This is an optimization exercise on Yosys and OpenROAD, whose aim is small area, a short achievable clock period and few clock cycles per item, not a production implementation.
The RTL was checked by simulation tests, not by an equivalence proof against the original design.
Power is estimated from default activity; no workload was simulated.

Setup of main:
## idfor_enc32
module idfor_enc32 (
    input  wire        clk,
    input  wire        rst,
    input  wire        cmd_valid,
    output wire        cmd_ready,
    input  wire [27:0] cmd_n,
    input  wire [1:0]  cmd_sel,
    input  wire        in_valid,
    output wire        in_ready,
    input  wire [31:0] in_data,
    output wire        out_valid,
    input  wire        out_ready,
    output wire [31:0] out_data,
    output wire        out_last
);
clock: 12.0 ns
lec_check: 0
abc_clock_period_in_ps: 4000
cap_margin: 20
core_margin: 2
core_utilization: 60
cts_cluster_diameter: 80
cts_cluster_size: 20
slew_margin: 20
synth_memory_max_bits: 8192
run.sh (not shown) runs the stock make flow with config.mk's settings and CLKGATE_MAP_FILE= SYNTH_SCRIPT=/design/flow/synth_recipe.tcl, a recipe that flattens the netlist after the stock synthesis.
Testbench counts of main, summed over its fixed seeds: cycles 41,774, elements 35,051.
### main -> the feature branch
--- a/flow/design.v
+++ b/flow/design.v
@@ -424,13 +424,12 @@
     reg         c_slow, c_lastsec;
     reg  [63:0] posbuf;
     reg  [31:0] hiacc;
     reg  [5:0]  hcnt;
     reg  [6:0]  xc;                  
     reg  [127:0] flags;              
-    reg  [6:0]  pcnt;
     reg  [4:0]  pnext;               
     wire [31:0] ev32   = eval[31:0];
     wire [31:0] mask_b = maskb;
     wire [5:0]  whi    = cmb - cb;
     wire [31:0] hv     = (cb >= 6'd32) ? 32'd0 : (ev32 >> cb);
     reg  [39:0] p_val;
@@ -585,12 +584,14 @@
     reg        pf_any;
     reg [31:0] pf_val;
     reg [2:0]  pf_n;
     reg        pr_v;                 
     reg [4:0]  pr_g;
     reg [3:0]  pr_f;
+    wire [2:0] pr_n = {2'b0, pr_f[0]} + {2'b0, pr_f[1]} + {2'b0, pr_f[2]} + {2'b0, pr_f[3]};
+    reg [6:0]  prem;                 
     integer q;
     always @* begin
         pf_g   = 5'd0;
         pf_any = 1'b0;
         for (q = 31; q >= 0; q = q - 1)
             if ((|flags[4 * q +: 4]) && q[4:0] >= pnext) begin
@@ -603,13 +604,13 @@
             if (pr_f[q]) begin
                 pf_val = pf_val | ({24'd0, 1'b0, pr_g, q[1:0]} << {pf_n, 3'b000});
                 pf_n   = pf_n + 3'd1;
             end
     end
     wire        pf_scan = (sq == SQ_PF) && (!pr_v || (e_acc && !desc_go));
-    wire [6:0]  pf_cnt = pcnt + {4'd0, pf_n};
+    wire        pf_last = ({4'd0, pr_n} == prem);
     wire [5:0]  d_whi  = mbr - bsel;
     reg  [5:0]  d_wmax;              
     always @* begin
         case (ebest[3:0])
             4'd0, 4'd1: d_wmax = 6'd32;
             4'd2:       d_wmax = 6'd16;
@@ -667,13 +668,13 @@
                 pr_f  <= flags[4 * pf_g +: 4];
                 pnext <= pf_g + 5'd1;
             end
             if (desc_go) begin
                 sq     <= SQ_REF;
             end else if (sq == SQ_PWAIT) begin
-                pcnt  <= 7'd0;
+                prem  <= ce;
                 pnext <= 5'd0;
                 pr_v  <= 1'b0;
                 if (!ev && !tq_v) sq <= SQ_PF;
             end else if (sq != SQ_IDLE && e_acc) begin
                 case (sq)
                     SQ_REF: begin
@@ -692,14 +693,14 @@
                         sq    <= SQ_IDLE;
                     end
                     SQ_POS0: sq <= (ce > 7'd4) ? SQ_POS1 : SQ_HIW;
                     SQ_POS1: sq <= SQ_HIW;
                     SQ_HIW:  sq <= SQ_IDLE;
                     default: if (pr_v) begin   
-                        pcnt   <= pf_cnt;
-                        if (pf_cnt == ce) sq <= SQ_IDLE;
+                        prem   <= prem - {4'd0, pr_n};
+                        if (pf_last) sq <= SQ_IDLE;
                     end
                 endcase
             end else if (c_take) begin
                 case (c_exp)
                     CX_HDR: begin
                         c_nblk  <= h_nblk;
@@ -767,16 +768,16 @@
                     n_k    = EK_HIW;
                     n_last = c_lastsec;
                 end
                 default: begin
                     n_load  = pr_v;
                     n_val   = {8'd0, pf_val};
-                    n_w     = {pf_n, 3'b000};
-                    n_lim   = 7'd64 - {1'b0, pf_n, 3'b000};
-                    n_lim32 = 7'd96 - {1'b0, pf_n, 3'b000};
-                    n_align = (pf_cnt == ce);
+                    n_w     = {pr_n, 3'b000};
+                    n_lim   = 7'd64 - {1'b0, pr_n, 3'b000};
+                    n_lim32 = 7'd96 - {1'b0, pr_n, 3'b000};
+                    n_align = pf_last;
                 end
             endcase
         end else if (c_take) begin
             n_load = 1'b1;
             case (c_exp)
                 CX_HDR: ;
==> comparison <==
Every run (the feature branch and main) finished clean.
Measured against each other, the feature branch and main differ in final hold slack, the lower figure coming from main.
Summary of the feature branch over main: worst setup slack up 0.13 ns, transition time at the pin with the least slew margin up 0.015 ns.
Sequential power essentially unchanged between the feature branch and main.
Wire length on met1 sits lower in the feature branch than in main.
Testbench counts of the feature branch, summed over its fixed seeds: cycles 41,774, elements 35,051.

==> what the ideal ports hide <==
In the flow no input, the clock included, has a driving cell. The finished layouts below were timed again as built, in two steps. Step 1, drivers: a clkbuf_16 drives clk and a buf_2 each remaining input, both assumed. Step 2 also shifts input and output timing later by t, the mid clock arrival at the registers, as if the neighbouring blocks saw the same clock. Three values: ideal ports, drivers, drivers and shift; two values: the first two.
run	shift t [ns]	setup WS [ns]	clock arrival spread, ns	worst data-port slew with drivers (ns)	cell pins on the clock port's net
main	1.082	6.199 / 6.199 / 6.199	0.079 / 0.079	0.12	1
the feature branch	1.098	6.326 / 6.326 / 6.326	0.072 / 0.071	0.07	1
After both steps setup and hold are still met in every run listed.
